Context: an optimization exercise on an open-source flow, tuned for small area, a short achievable clock period and few clock cycles. The choices shown serve that exercise and are no tape-out recipe. The RTL was checked by simulation tests, not by an equivalence proof against the original design. Power and IR drop assume default switching activity.

<file path="flow/config.mk">
export PLATFORM = sky130hd
export DESIGN_NAME = pend_unit
export DESIGN_NICKNAME = pend_unit
export VERILOG_FILES = /design/flow/design.v
export SDC_FILE = /design/flow/constraint.sdc
export NUM_CORES = 4
export LEC_CHECK = 0
export CAP_MARGIN = 20
export CORE_MARGIN = 2
export CORE_UTILIZATION = 20
export GPL_ROUTABILITY_DRIVEN = 1
export PLACE_DENSITY = 0.3
export SLEW_MARGIN = 20
export SYNTH_MEMORY_MAX_BITS = 8192
</file>
<file path="flow/constraint.sdc">
create_clock -name core_clock -period 12.0 [get_ports {clk}]
set_input_delay 2.4000 -clock core_clock [delete_from_list [all_inputs] [get_ports {clk}]]
set_output_delay 2.4000 -clock core_clock [all_outputs]
set_load 0.01 [all_outputs]
</file>
<file path="flow/design.v">
module pend_unit (
  input  wire        clk,
  input  wire        rst,
  input  wire        start,
  input  wire [2:0]  op,
  input  wire [31:0] arg0,
  input  wire [31:0] arg1,
  input  wire [31:0] arg2,
  input  wire [31:0] arg3,
  input  wire [31:0] arg4,
  input  wire [31:0] ent0,
  input  wire [31:0] ent1,
  output reg         done,
  output reg  [2:0]  result,
  output reg  [31:0] th1,
  output reg  [31:0] w1,
  output reg  [31:0] th2,
  output reg  [31:0] w2,
  output reg  [31:0] l1,
  output reg  [31:0] l2,
  output reg  [31:0] m1,
  output reg  [31:0] m2,
  output reg  [31:0] dt,
  output reg  [31:0] out_t1,
  output reg  [31:0] out_x1,
  output reg  [31:0] out_y1,
  output reg  [31:0] out_t2,
  output reg  [31:0] out_x2,
  output reg  [31:0] out_y2,
  output reg  [31:0] drv_dth1,
  output reg  [31:0] drv_dw1,
  output reg  [31:0] drv_dth2,
  output reg  [31:0] drv_dw2
);
  localparam [2:0] OP_INIT = 3'd0, OP_SET_STATE = 3'd1, OP_SET_DT = 3'd2,
                   OP_RANDOMIZE = 3'd3, OP_ADVANCE = 3'd4, OP_DERIVS = 3'd5;
  localparam [2:0] R_OK = 3'd0, R_CONFIG = 3'd1, R_DEGEN = 3'd4, R_OVF = 3'd5,
                   R_ILLEGAL = 3'd6;
  localparam signed [95:0] C_G     = 96'sd164416717;
  localparam signed [95:0] C_C1    = 96'sd1686629713;
  localparam signed [95:0] C_C3    = -96'sd688904866;
  localparam signed [95:0] C_C5    = 96'sd76016977;
  localparam signed [95:0] C_K     = 96'sd683565276;
  localparam signed [95:0] C_QTURN = 96'sd1073741824;
  localparam [3:0] U_ADD = 4'd0, U_SUB = 4'd1, U_MUL24 = 4'd2, U_MUL30 = 4'd3,
                   U_DIV = 4'd4, U_SINX = 4'd5, U_SINF = 4'd6, U_CHKPOS = 4'd7,
                   U_CHKFIT = 4'd8, U_BRDRV = 4'd9, U_ENDADV = 4'd10, U_ENDDRV = 4'd11;
  localparam [4:0] S_NTH1  = 5'd20;
  localparam [4:0] S_NW1   = 5'd21;
  localparam [4:0] S_NTH2  = 5'd24;
  localparam [4:0] S_NW2   = 5'd26;
  localparam [4:0] S_X1    = 5'd22;
  localparam [4:0] S_Y1    = 5'd30;
  localparam [4:0] S_X2    = 5'd25;
  localparam [4:0] S_Y2    = 5'd16;
  localparam [4:0] S_D1    = 5'd25;
  localparam [4:0] S_D3    = 5'd30;
  localparam [7:0] UPC_DRV = 8'd126;
  reg [18:0] uop;
  reg [7:0]  upc;
  always @(*) begin
    case (upc)
      8'd0  : uop = {U_SINX,   5'd16, 5'd1 , 5'd0 };   
      8'd1  : uop = {U_MUL30,  5'd17, 5'd16, 5'd16};   
      8'd2  : uop = {U_MUL30,  5'd18, 5'd13, 5'd17};   
      8'd3  : uop = {U_ADD,    5'd18, 5'd12, 5'd18};   
      8'd4  : uop = {U_MUL30,  5'd18, 5'd18, 5'd17};   
      8'd5  : uop = {U_ADD,    5'd18, 5'd11, 5'd18};   
      8'd6  : uop = {U_MUL30,  5'd19, 5'd18, 5'd16};   
      8'd7  : uop = {U_SINF,   5'd20, 5'd19, 5'd1 };   
      8'd8  : uop = {U_SINX,   5'd16, 5'd3 , 5'd0 };   
      8'd9  : uop = {U_MUL30,  5'd17, 5'd16, 5'd16};   
      8'd10 : uop = {U_MUL30,  5'd18, 5'd13, 5'd17};   
      8'd11 : uop = {U_ADD,    5'd18, 5'd12, 5'd18};   
      8'd12 : uop = {U_MUL30,  5'd18, 5'd18, 5'd17};   
      8'd13 : uop = {U_ADD,    5'd18, 5'd11, 5'd18};   
      8'd14 : uop = {U_MUL30,  5'd19, 5'd18, 5'd16};   
      8'd15 : uop = {U_SINF,   5'd21, 5'd19, 5'd3 };   
      8'd16 : uop = {U_SUB,    5'd22, 5'd3 , 5'd1 };   
      8'd17 : uop = {U_SINX,   5'd16, 5'd22, 5'd0 };   
      8'd18 : uop = {U_MUL30,  5'd17, 5'd16, 5'd16};   
      8'd19 : uop = {U_MUL30,  5'd18, 5'd13, 5'd17};   
      8'd20 : uop = {U_ADD,    5'd18, 5'd12, 5'd18};   
      8'd21 : uop = {U_MUL30,  5'd18, 5'd18, 5'd17};   
      8'd22 : uop = {U_ADD,    5'd18, 5'd11, 5'd18};   
      8'd23 : uop = {U_MUL30,  5'd19, 5'd18, 5'd16};   
      8'd24 : uop = {U_SINF,   5'd23, 5'd19, 5'd22};   
      8'd25 : uop = {U_ADD,    5'd22, 5'd22, 5'd15};   
      8'd26 : uop = {U_SINX,   5'd16, 5'd22, 5'd0 };   
      8'd27 : uop = {U_MUL30,  5'd17, 5'd16, 5'd16};   
      8'd28 : uop = {U_MUL30,  5'd18, 5'd13, 5'd17};   
      8'd29 : uop = {U_ADD,    5'd18, 5'd12, 5'd18};   
      8'd30 : uop = {U_MUL30,  5'd18, 5'd18, 5'd17};   
      8'd31 : uop = {U_ADD,    5'd18, 5'd11, 5'd18};   
      8'd32 : uop = {U_MUL30,  5'd19, 5'd18, 5'd16};   
      8'd33 : uop = {U_SINF,   5'd24, 5'd19, 5'd22};   
      8'd34 : uop = {U_ADD,    5'd25, 5'd7 , 5'd8 };   
      8'd35 : uop = {U_MUL24,  5'd26, 5'd25, 5'd5 };   
      8'd36 : uop = {U_MUL24,  5'd27, 5'd8 , 5'd5 };   
      8'd37 : uop = {U_MUL24,  5'd28, 5'd27, 5'd24};   
      8'd38 : uop = {U_MUL24,  5'd28, 5'd28, 5'd24};   
      8'd39 : uop = {U_SUB,    5'd29, 5'd26, 5'd28};   
      8'd40 : uop = {U_CHKPOS, 5'd0 , 5'd29, 5'd0 };   
      8'd41 : uop = {U_MUL24,  5'd28, 5'd27, 5'd2 };   
      8'd42 : uop = {U_MUL24,  5'd28, 5'd28, 5'd2 };   
      8'd43 : uop = {U_MUL24,  5'd28, 5'd28, 5'd23};   
      8'd44 : uop = {U_MUL24,  5'd30, 5'd28, 5'd24};   
      8'd45 : uop = {U_MUL24,  5'd28, 5'd8 , 5'd10};   
      8'd46 : uop = {U_MUL24,  5'd28, 5'd28, 5'd21};   
      8'd47 : uop = {U_MUL24,  5'd28, 5'd28, 5'd24};   
      8'd48 : uop = {U_ADD,    5'd30, 5'd30, 5'd28};   
      8'd49 : uop = {U_MUL24,  5'd28, 5'd8 , 5'd6 };   
      8'd50 : uop = {U_MUL24,  5'd28, 5'd28, 5'd4 };   
      8'd51 : uop = {U_MUL24,  5'd28, 5'd28, 5'd4 };   
      8'd52 : uop = {U_MUL24,  5'd16, 5'd28, 5'd23};   
      8'd53 : uop = {U_ADD,    5'd30, 5'd30, 5'd16};   
      8'd54 : uop = {U_MUL24,  5'd17, 5'd25, 5'd10};   
      8'd55 : uop = {U_MUL24,  5'd18, 5'd17, 5'd20};   
      8'd56 : uop = {U_SUB,    5'd30, 5'd30, 5'd18};   
      8'd57 : uop = {U_DIV,    5'd25, 5'd30, 5'd29};   
      8'd58 : uop = {U_MUL24,  5'd28, 5'd16, 5'd24};   
      8'd59 : uop = {U_SUB,    5'd22, 5'd0 , 5'd28};   
      8'd60 : uop = {U_MUL24,  5'd28, 5'd18, 5'd24};   
      8'd61 : uop = {U_ADD,    5'd22, 5'd22, 5'd28};   
      8'd62 : uop = {U_MUL24,  5'd28, 5'd26, 5'd2 };   
      8'd63 : uop = {U_MUL24,  5'd28, 5'd28, 5'd2 };   
      8'd64 : uop = {U_MUL24,  5'd28, 5'd28, 5'd23};   
      8'd65 : uop = {U_SUB,    5'd22, 5'd22, 5'd28};   
      8'd66 : uop = {U_MUL24,  5'd28, 5'd17, 5'd21};   
      8'd67 : uop = {U_SUB,    5'd22, 5'd22, 5'd28};   
      8'd68 : uop = {U_DIV,    5'd21, 5'd6 , 5'd5 };   
      8'd69 : uop = {U_MUL24,  5'd23, 5'd21, 5'd29};   
      8'd70 : uop = {U_CHKPOS, 5'd0 , 5'd23, 5'd0 };   
      8'd71 : uop = {U_DIV,    5'd30, 5'd22, 5'd23};   
      8'd72 : uop = {U_BRDRV,  5'd0 , 5'd0 , 5'd0 };   
      8'd73 : uop = {U_MUL24,  5'd28, 5'd2 , 5'd9 };   
      8'd74 : uop = {U_MUL24,  5'd28, 5'd28, 5'd14};   
      8'd75 : uop = {U_ADD,    5'd20, 5'd1 , 5'd28};   
      8'd76 : uop = {U_MUL24,  5'd28, 5'd25, 5'd9 };   
      8'd77 : uop = {U_ADD,    5'd21, 5'd2 , 5'd28};   
      8'd78 : uop = {U_CHKFIT, 5'd0 , 5'd21, 5'd0 };   
      8'd79 : uop = {U_MUL24,  5'd28, 5'd4 , 5'd9 };   
      8'd80 : uop = {U_MUL24,  5'd28, 5'd28, 5'd14};   
      8'd81 : uop = {U_ADD,    5'd24, 5'd3 , 5'd28};   
      8'd82 : uop = {U_MUL24,  5'd28, 5'd30, 5'd9 };   
      8'd83 : uop = {U_ADD,    5'd26, 5'd4 , 5'd28};   
      8'd84 : uop = {U_CHKFIT, 5'd0 , 5'd26, 5'd0 };   
      8'd85 : uop = {U_SINX,   5'd16, 5'd20, 5'd0 };   
      8'd86 : uop = {U_MUL30,  5'd17, 5'd16, 5'd16};   
      8'd87 : uop = {U_MUL30,  5'd18, 5'd13, 5'd17};   
      8'd88 : uop = {U_ADD,    5'd18, 5'd12, 5'd18};   
      8'd89 : uop = {U_MUL30,  5'd18, 5'd18, 5'd17};   
      8'd90 : uop = {U_ADD,    5'd18, 5'd11, 5'd18};   
      8'd91 : uop = {U_MUL30,  5'd19, 5'd18, 5'd16};   
      8'd92 : uop = {U_SINF,   5'd27, 5'd19, 5'd20};   
      8'd93 : uop = {U_ADD,    5'd29, 5'd20, 5'd15};   
      8'd94 : uop = {U_SINX,   5'd16, 5'd29, 5'd0 };   
      8'd95 : uop = {U_MUL30,  5'd17, 5'd16, 5'd16};   
      8'd96 : uop = {U_MUL30,  5'd18, 5'd13, 5'd17};   
      8'd97 : uop = {U_ADD,    5'd18, 5'd12, 5'd18};   
      8'd98 : uop = {U_MUL30,  5'd18, 5'd18, 5'd17};   
      8'd99 : uop = {U_ADD,    5'd18, 5'd11, 5'd18};   
      8'd100: uop = {U_MUL30,  5'd19, 5'd18, 5'd16};   
      8'd101: uop = {U_SINF,   5'd23, 5'd19, 5'd29};   
      8'd102: uop = {U_MUL24,  5'd22, 5'd5 , 5'd27};   
      8'd103: uop = {U_MUL24,  5'd28, 5'd5 , 5'd23};   
      8'd104: uop = {U_SUB,    5'd30, 5'd0 , 5'd28};   
      8'd105: uop = {U_SINX,   5'd16, 5'd24, 5'd0 };   
      8'd106: uop = {U_MUL30,  5'd17, 5'd16, 5'd16};   
      8'd107: uop = {U_MUL30,  5'd18, 5'd13, 5'd17};   
      8'd108: uop = {U_ADD,    5'd18, 5'd12, 5'd18};   
      8'd109: uop = {U_MUL30,  5'd18, 5'd18, 5'd17};   
      8'd110: uop = {U_ADD,    5'd18, 5'd11, 5'd18};   
      8'd111: uop = {U_MUL30,  5'd19, 5'd18, 5'd16};   
      8'd112: uop = {U_SINF,   5'd27, 5'd19, 5'd24};   
      8'd113: uop = {U_ADD,    5'd29, 5'd24, 5'd15};   
      8'd114: uop = {U_SINX,   5'd16, 5'd29, 5'd0 };   
      8'd115: uop = {U_MUL30,  5'd17, 5'd16, 5'd16};   
      8'd116: uop = {U_MUL30,  5'd18, 5'd13, 5'd17};   
      8'd117: uop = {U_ADD,    5'd18, 5'd12, 5'd18};   
      8'd118: uop = {U_MUL30,  5'd18, 5'd18, 5'd17};   
      8'd119: uop = {U_ADD,    5'd18, 5'd11, 5'd18};   
      8'd120: uop = {U_MUL30,  5'd19, 5'd18, 5'd16};   
      8'd121: uop = {U_SINF,   5'd23, 5'd19, 5'd29};   
      8'd122: uop = {U_MUL24,  5'd25, 5'd6 , 5'd27};   
      8'd123: uop = {U_MUL24,  5'd28, 5'd6 , 5'd23};   
      8'd124: uop = {U_SUB,    5'd16, 5'd0 , 5'd28};   
      8'd125: uop = {U_ENDADV, 5'd0 , 5'd0 , 5'd0 };   
      8'd126: uop = {U_CHKFIT, 5'd0 , 5'd25, 5'd0 };   
      8'd127: uop = {U_CHKFIT, 5'd0 , 5'd30, 5'd0 };   
      8'd128: uop = {U_ENDDRV, 5'd0 , 5'd0 , 5'd0 };   
      default: uop = {U_ENDDRV, 5'd0, 5'd0, 5'd0};
    endcase
  end
  wire [3:0] u_op = uop[18:15];
  wire [4:0] u_dst = uop[14:10];
  wire [4:0] u_ra = uop[9:5];
  wire [4:0] u_rb = uop[4:0];
  reg signed [95:0] tmp [16:31];
  function signed [95:0] sx32(input [31:0] v);
    sx32 = {{64{v[31]}}, v};
  endfunction
  function signed [95:0] rf_read(input [4:0] idx);
    case (idx)
      5'd0:  rf_read = 96'sd0;
      5'd1:  rf_read = {64'd0, th1};
      5'd2:  rf_read = sx32(w1);
      5'd3:  rf_read = {64'd0, th2};
      5'd4:  rf_read = sx32(w2);
      5'd5:  rf_read = sx32(l1);
      5'd6:  rf_read = sx32(l2);
      5'd7:  rf_read = sx32(m1);
      5'd8:  rf_read = sx32(m2);
      5'd9:  rf_read = sx32(dt);
      5'd10: rf_read = C_G;
      5'd11: rf_read = C_C1;
      5'd12: rf_read = C_C3;
      5'd13: rf_read = C_C5;
      5'd14: rf_read = C_K;
      5'd15: rf_read = C_QTURN;
      default: rf_read = tmp[idx];
    endcase
  endfunction
  wire signed [95:0] opa = rf_read(u_ra);
  wire signed [95:0] opb = rf_read(u_rb);
  wire [1:0]  quad = opa[31:30];
  wire [29:0] frac = opa[29:0];
  wire signed [95:0] sinx = quad[0] ? (96'sd1073741824 - {66'd0, frac}) : {66'd0, frac};
  wire signed [95:0] smag = opa >>> 6;
  wire signed [95:0] sinf = opb[31] ? -smag : smag;
  wire a_pos = !opa[95] && (opa != 96'sd0);
  wire a_fits = (opa[95:31] == {65{1'b0}}) || (opa[95:31] == {65{1'b1}});
  reg signed [127:0] m_acc;
  reg signed [127:0] m_a;
  reg [63:0]  m_b;
  reg         m_sh30;
  reg [6:0]   cnt;
  wire signed [127:0] m_add = (cnt == 7'd63) ? -m_a : m_a;
  wire signed [127:0] m_acc_nx = m_b[0] ? m_acc + m_add : m_acc;
  wire signed [127:0] m_res = m_sh30 ? (m_acc_nx >>> 30) : (m_acc_nx >>> 24);
  reg [95:0] d_num;
  reg [96:0] d_rem;
  reg [95:0] d_den;
  reg        d_neg;
  wire [96:0] d_trial = {d_rem[95:0], d_num[95]};
  wire        d_ge = d_trial >= {1'b0, d_den};
  wire [96:0] d_rem_nx = d_ge ? d_trial - {1'b0, d_den} : d_trial;
  wire [95:0] d_num_nx = {d_num[94:0], d_ge};
  wire [95:0] opa_abs = opa[95] ? -opa : opa;
  localparam [1:0] S_IDLE = 2'd0, S_EXEC = 2'd1, S_MUL = 2'd2, S_DIV = 2'd3;
  reg [1:0] state;
  reg       is_drv;
  always @(posedge clk) begin
    if (rst) begin
      state    <= S_IDLE;
      done     <= 1'b0;
      result   <= R_OK;
      upc      <= 8'd0;
      is_drv   <= 1'b0;
      th1      <= 32'd0;
      w1       <= 32'd0;
      th2      <= 32'd0;
      w2       <= 32'd0;
      l1       <= 32'h01000000;
      l2       <= 32'h01000000;
      m1       <= 32'h01000000;
      m2       <= 32'h01000000;
      dt       <= 32'h00028F5C;
      out_t1   <= 32'd0;
      out_x1   <= 32'd0;
      out_y1   <= 32'd0;
      out_t2   <= 32'd0;
      out_x2   <= 32'd0;
      out_y2   <= 32'd0;
      drv_dth1 <= 32'd0;
      drv_dw1  <= 32'd0;
      drv_dth2 <= 32'd0;
      drv_dw2  <= 32'd0;
    end else begin
      done <= 1'b0;
      case (state)
        S_IDLE: if (start) begin
          case (op)
            OP_INIT: begin
              done <= 1'b1;
              if ($signed(arg0) <= 0 || $signed(arg1) <= 0 || $signed(arg2) <= 0 ||
                  $signed(arg3) <= 0 || $signed(arg4) <= 0) begin
                result <= R_CONFIG;
              end else begin
                result <= R_OK;
                l1  <= arg0;
                l2  <= arg1;
                m1  <= arg2;
                m2  <= arg3;
                dt  <= arg4;
                th1 <= ent0;
                th2 <= ent1;
                w1  <= 32'd0;
                w2  <= 32'd0;
              end
            end
            OP_SET_STATE: begin
              done   <= 1'b1;
              result <= R_OK;
              th1    <= arg0;
              w1     <= arg1;
              th2    <= arg2;
              w2     <= arg3;
            end
            OP_SET_DT: begin
              done <= 1'b1;
              if ($signed(arg0) <= 0) begin
                result <= R_CONFIG;
              end else begin
                result <= R_OK;
                dt     <= arg0;
              end
            end
            OP_RANDOMIZE: begin
              done   <= 1'b1;
              result <= R_OK;
              th1    <= ent0;
              th2    <= ent1;
              w1     <= 32'd0;
              w2     <= 32'd0;
            end
            OP_ADVANCE, OP_DERIVS: begin
              is_drv <= (op == OP_DERIVS);
              upc    <= 8'd0;
              state  <= S_EXEC;
            end
            default: begin
              done   <= 1'b1;
              result <= R_ILLEGAL;
            end
          endcase
        end
        S_EXEC: begin
          upc <= upc + 8'd1;
          case (u_op)
            U_ADD:  tmp[u_dst] <= opa + opb;
            U_SUB:  tmp[u_dst] <= opa - opb;
            U_SINX: tmp[u_dst] <= sinx;
            U_SINF: tmp[u_dst] <= sinf;
            U_MUL24, U_MUL30: begin
              upc    <= upc;
              m_acc  <= 128'sd0;
              m_a    <= {{32{opa[95]}}, opa};
              m_b    <= opb[63:0];
              m_sh30 <= (u_op == U_MUL30);
              cnt    <= 7'd0;
              state  <= S_MUL;
            end
            U_DIV: begin
              upc   <= upc;
              d_num <= {opa_abs[71:0], 24'd0};
              d_rem <= 97'd0;
              d_den <= opb;
              d_neg <= opa[95];
              cnt   <= 7'd0;
              state <= S_DIV;
            end
            U_CHKPOS: if (!a_pos) begin
              result <= R_DEGEN;
              done   <= 1'b1;
              state  <= S_IDLE;
            end
            U_CHKFIT: if (!a_fits) begin
              result <= R_OVF;
              done   <= 1'b1;
              state  <= S_IDLE;
            end
            U_BRDRV: if (is_drv) upc <= UPC_DRV;
            U_ENDADV: begin
              th1    <= tmp[S_NTH1][31:0];
              w1     <= tmp[S_NW1][31:0];
              th2    <= tmp[S_NTH2][31:0];
              w2     <= tmp[S_NW2][31:0];
              out_t1 <= tmp[S_NTH1][31:0];
              out_x1 <= tmp[S_X1][31:0];
              out_y1 <= tmp[S_Y1][31:0];
              out_t2 <= tmp[S_NTH2][31:0];
              out_x2 <= tmp[S_X2][31:0];
              out_y2 <= tmp[S_Y2][31:0];
              result <= R_OK;
              done   <= 1'b1;
              state  <= S_IDLE;
            end
            default: begin   
              drv_dth1 <= w1;
              drv_dw1  <= tmp[S_D1][31:0];
              drv_dth2 <= w2;
              drv_dw2  <= tmp[S_D3][31:0];
              result   <= R_OK;
              done     <= 1'b1;
                      state    <= S_IDLE;
            end
          endcase
        end
        S_MUL: begin
          m_acc <= m_acc_nx;
          m_a   <= m_a <<< 1;
          m_b   <= m_b >> 1;
          cnt   <= cnt + 7'd1;
          if (cnt == 7'd63) begin
            tmp[u_dst] <= m_res[95:0];
            upc   <= upc + 8'd1;
            state <= S_EXEC;
          end
        end
        S_DIV: begin
          d_rem <= d_rem_nx;
          d_num <= d_num_nx;
          cnt   <= cnt + 7'd1;
          if (cnt == 7'd95) begin
            tmp[u_dst] <= d_neg ? -d_num_nx : d_num_nx;
            upc   <= upc + 8'd1;
            state <= S_EXEC;
          end
        end
      endcase
    end
  end
endmodule
</file>
<file path="flow/run.sh">
#!/bin/bash
# synth_recipe.tcl (not shown) runs the flow's synth.tcl, then flattens the netlist and writes it again
# the make line also repeats each setting of config.mk as NAME=value (left out here)
make -C /OpenROAD-flow-scripts/flow DESIGN_CONFIG=/design/flow/config.mk WORK_HOME=/design/flow/orfs CLKGATE_MAP_FILE= SYNTH_SCRIPT=/design/flow/synth_recipe.tcl finish
</file>
==> results.ini <==
[route]
wl_per_cell_um=38.6
drt-total-wl_um=1080000
postRouteAntennaNets=0
detail_route.vias_per_cell=5.30
detailedRoute.firstPassIterationCount=9
drt_first_iter_violations=19000
num_vias=148000
detail_route.drc_violations=0

[timing]
timing.slew.headroom_pct=6.95
total_negative_setup_slacks_ns=0
final_worst_path_cycle_share_pct=83.4
setup_repair_after_global_routing_missed_its_margin=false
setup_violations=0
worst_slack_ns=1.99
finalHoldViolations=0
maxSlewViolCount=0
finalCriticalPeriod_ns=10.01
max_clock_freq_mhz=99.9
clock_skew_ns=0.149
transition_at_the_pin_with_the_smallest_max_transition_slack_ns=1.38

[die]
chipHeight_um=918
floorplan.die_area_um2=842000
row_count=335
horizontal_die_dimension_um=918
initial_core_util_pct=20.1
floorplan.io_pins=842
design.core.area_um2=832000

[setup_path]
timing.critical_path.max_delay_family=compound AO/OA/AOI/OAI gates
critPathMaxFanout=37
required_ns=12.65
r2r_start=uop[1]$_SDFF_PP0_
slowest_delay_ns=1.01
cp.buffers_inverters=3
path_cells=buf_4, nor2_1, a32oi_1, o221ai_1, o21ai_0, nand4_1, ha_1, inv_1, fa_1, nor2_1, o311a_1, o311a_1, o21ai_0, o311ai_0, a21oi_1, nor4_1, buf_4, o21ai_0, o31ai_1, nand2_1, xnor2_1, a2111oi_0, a211oi_2
worst_setup_path_start_kind=register
timing_worst_setup_path_type=reg -> reg
crit_slowest_cell=sky130_fd_sc_hd__nand4_1
timing.critical_path.arrival_ns=10.66
critPathLaunch=uop[1]$_SDFF_PP0_
path_common_cell=sky130_fd_sc_hd__o21ai_0
crit_path_end_kind=register

[pwr]
p_comb_share_pct=8.5
report.power.total_mw=23.9
vdd_ir_drop_max_uv=123
p_int_mw=17.4
switching_share_pct=27.1
power.leakage_nw=69.3
power_frac_seq_pct=44.2
power.net_switching_mw=6.49
power-per-cell-area_nw_per_um2=118
clkPwrFrac_pct=47.3

[synthesis]
synth_enable_flop_cells=2149
synth.distinct_cells=114
syn_nets=16400
synth-seq-area-share_pct=46.4
ys_top_cells_by_area=sky130_fd_sc_hd__edfxtp_1, sky130_fd_sc_hd__mux4_2, sky130_fd_sc_hd__dfxtp_1
synthesis.area_um2=167000
synthesis.yosys.warnings=1
postSynthCellCount=15800
ys_seq_elements=2791
synthesis.area_per_instance_um2=10.6
synth.largest_area_cell=sky130_fd_sc_hd__edfxtp_1
synth_largest_type_area_fraction_pct=38.7
synth_ff_type=sky130_fd_sc_hd__edfxtp_1
fraction_of_synthesis_flops_using_an_asynchronous_set_or_reset_pin_pct=0

[cts]
cts_tree=yes
holdBufCountCts=0
number_of_clock_buffers_inserted_by_tritoncts=364
clkLatencyLatePin_ns=1.13
cts.sinks=2791
cts.htree.levels=5
cts_root_buffer=sky130_fd_sc_hd__clkbuf_16
post_cts_repair_timing_setup_buffer_count=0
cts.reportedPaths.clkPinSlew_ns=0.08
max-clock-path-buffers=4
post_cts_resized=0

[placement]
buffer_ports.inserted=841
finalWeightedCongestion=0.979
dpl_worst_slack_ns=2.20
detailedPlacementHpwl_um=821000
dpl.cell_count=27200
dpl_cell_area_um2=191000

[grt]
first_global_vias=142000
grt_util_all_layers_pct=24.6
grt_remaining_overflow=0
antenna_found_initial=198
first_pass_grt_wire_length_um=1410000
grt_max_degree=166

[final_layout]
layout_common_cells=sky130_fd_sc_hd__edfxtp_1, sky130_fd_sc_hd__nand2_1, sky130_fd_sc_hd__a21oi_1
final_nets=17100
layout.cells.most_common=sky130_fd_sc_hd__edfxtp_1
stdcell_area_um2=203000
syn_to_final_growth_pct=21.8
finish.cell_count_without_fillers=28000
share_of_final_layout_standard_cells_stronger_than_drive_strength_1_pct=14.0

[hold_path]
hold_startpoint=drv_dw2[5]$_SDFFE_PP0P_
hold_path_class=reg -> reg

[status]
outcome=no timing/DRC/antenna violations

[job]
maxCapViolCount=0

==> worst register-to-register path, stage by stage (launching register included) <==
cell	delay [ns]
sky130_fd_sc_hd__dfxtp_4	0.98
sky130_fd_sc_hd__buf_4	0.68
sky130_fd_sc_hd__nor2_1	0.20
sky130_fd_sc_hd__a32oi_1	0.28
sky130_fd_sc_hd__o221ai_1	0.26
sky130_fd_sc_hd__o21ai_0	0.15
sky130_fd_sc_hd__nand4_1	1.01
sky130_fd_sc_hd__ha_1	0.71
sky130_fd_sc_hd__inv_1	0.08
sky130_fd_sc_hd__fa_1	0.21
sky130_fd_sc_hd__nor2_1	0.08
sky130_fd_sc_hd__o311a_1	0.33
sky130_fd_sc_hd__o311a_1	0.33
sky130_fd_sc_hd__o21ai_0	0.46
sky130_fd_sc_hd__o311ai_0	0.44
sky130_fd_sc_hd__a21oi_1	0.72
sky130_fd_sc_hd__nor4_1	0.16
sky130_fd_sc_hd__buf_4	0.20
sky130_fd_sc_hd__o21ai_0	0.76
sky130_fd_sc_hd__o31ai_1	0.22
sky130_fd_sc_hd__nand2_1	0.14
sky130_fd_sc_hd__xnor2_1	0.06
sky130_fd_sc_hd__a2111oi_0	0.81
sky130_fd_sc_hd__a211oi_2	0.31
==> per-layer routing <==
| layer | global-route usage (%) | wire [um] | vias up |
|---|---|---|---|
| met5 | 0 | 215 | - |
| met4 | 7.95 | 40900 | 32 |
| met3 | 4.93 | 80200 | 1368 |
| met2 | 36.5 | 458000 | 6814 |
| met1 | 35.6 | 501000 | 78700 |
| li1 | - | - | 61500 |
==> Yosys cell counts (260+ instances only) <==
master	n
sky130_fd_sc_hd__a21oi_1	1443
sky130_fd_sc_hd__clkbuf_1	894
sky130_fd_sc_hd__dfxtp_1	642
sky130_fd_sc_hd__edfxtp_1	2149
sky130_fd_sc_hd__ha_1	438
sky130_fd_sc_hd__inv_1	485
sky130_fd_sc_hd__mux2i_1	460
sky130_fd_sc_hd__mux4_2	796
sky130_fd_sc_hd__nand2_1	1941
sky130_fd_sc_hd__nand3_1	260
sky130_fd_sc_hd__nor2_1	1156
sky130_fd_sc_hd__nor3_1	292
sky130_fd_sc_hd__o21ai_0	874
sky130_fd_sc_hd__xnor2_1	468
==> power by group through the flow <==
stage	registers (mW)	logic [mW]	clock network (mW)
global route	10.6	2.07	11.9
finish	10.6	2.03	11.3
global placement	10.8	1.99	0
detailed placement	10.8	1.96	0
CTS	10.6	1.97	11.6
floorplan	10.7	0.840	0
==> final cells by class <==
cell class | count | area, um2
Tap cell | 11100 | 13900
Timing Repair Buffer | 1473 | 13800
Fill cell | 88800 | 629000
Inverter | 502 | 1900
Clock inverter | 189 | 1790
Multi-Input combinational cell | 11300 | 84000
Sequential cell | 2791 | 77400
Clock buffer | 477 | 10100
Antenna cell | 91 | 228
==> cell families after synthesis <==
group / share of synthesized area [%]
AND/OR/NAND/NOR: 12.9
AO/OA/AOI/OAI: 16.1
flip-flops: 46.4
buffers and inverters: 3.98
multiplexers: 13.7
XOR/XNOR: 3.59
adder cells (fa/ha/maj): 3.33
==> registers in the layout (all words and copies together), names as in the netlist, 64 cells and up <==
name,count
tmp,1536
m_b,64
d_rem,96
d_den,96
m_a,126
d_num,96
m_acc,126
==> through the flow <==
| stage | utilization [%] | hold slack [ns] |
|---|---|---|
| finish | 24.4 | 0.452 |
| global route | 24.4 | 0.465 |
| CTS | 24.4 | 0.454 |
| detailed placement | 23.0 | 0.446 |
| global placement | 22.9 | 0.442 |
| floorplan | - | 0.481 |
==> path summary, 6_finish.rpt <==
path | cells after the start | to | slack [ns]
min | 2 | drv_dw2[5]$_SDFFE_PP0P_ | 0.45
min reg2reg | 2 | drv_dw2[5]$_SDFFE_PP0P_ | 0.45
max | 23 | tmp[24][90]$_DFFE_PP_ | 1.99
max reg2reg | 23 | tmp[24][90]$_DFFE_PP_ | 1.99
Testbench counts, summed over its fixed seeds: cycles 703,254.

## what the ideal ports hide
The results above use ideal ports. As a check the final layout listed here was re-extracted and re-timed, cells and wires unchanged. Step 1 (the two cells are an assumption about what drives the block):
set clk [get_ports {clk}]
set_driving_cell -lib_cell sky130_fd_sc_hd__clkbuf_16 $clk
set_driving_cell -lib_cell sky130_fd_sc_hd__buf_2 [delete_from_list [all_inputs] $clk]
Step 2 times the ports against the registers' clock, not the clock port: input delays grow and output delays shrink by t, the midpoint of the rising clock arrivals with the driver on. a / b / c = no drivers / after step 1 / after step 2; a / b = the first two.
t, ns: 1.212
slack for setup (ns): 1.993 / 1.993 / 1.993
worst hold slack (ns): 0.452 / 0.452 / 0.452
worst data-port slew with drivers (ns): 0.22
After both steps this run still meets setup and hold. For this run, drivers alone change the setup slack by 0.000 ns; drivers and shift together by 0.000 ns.
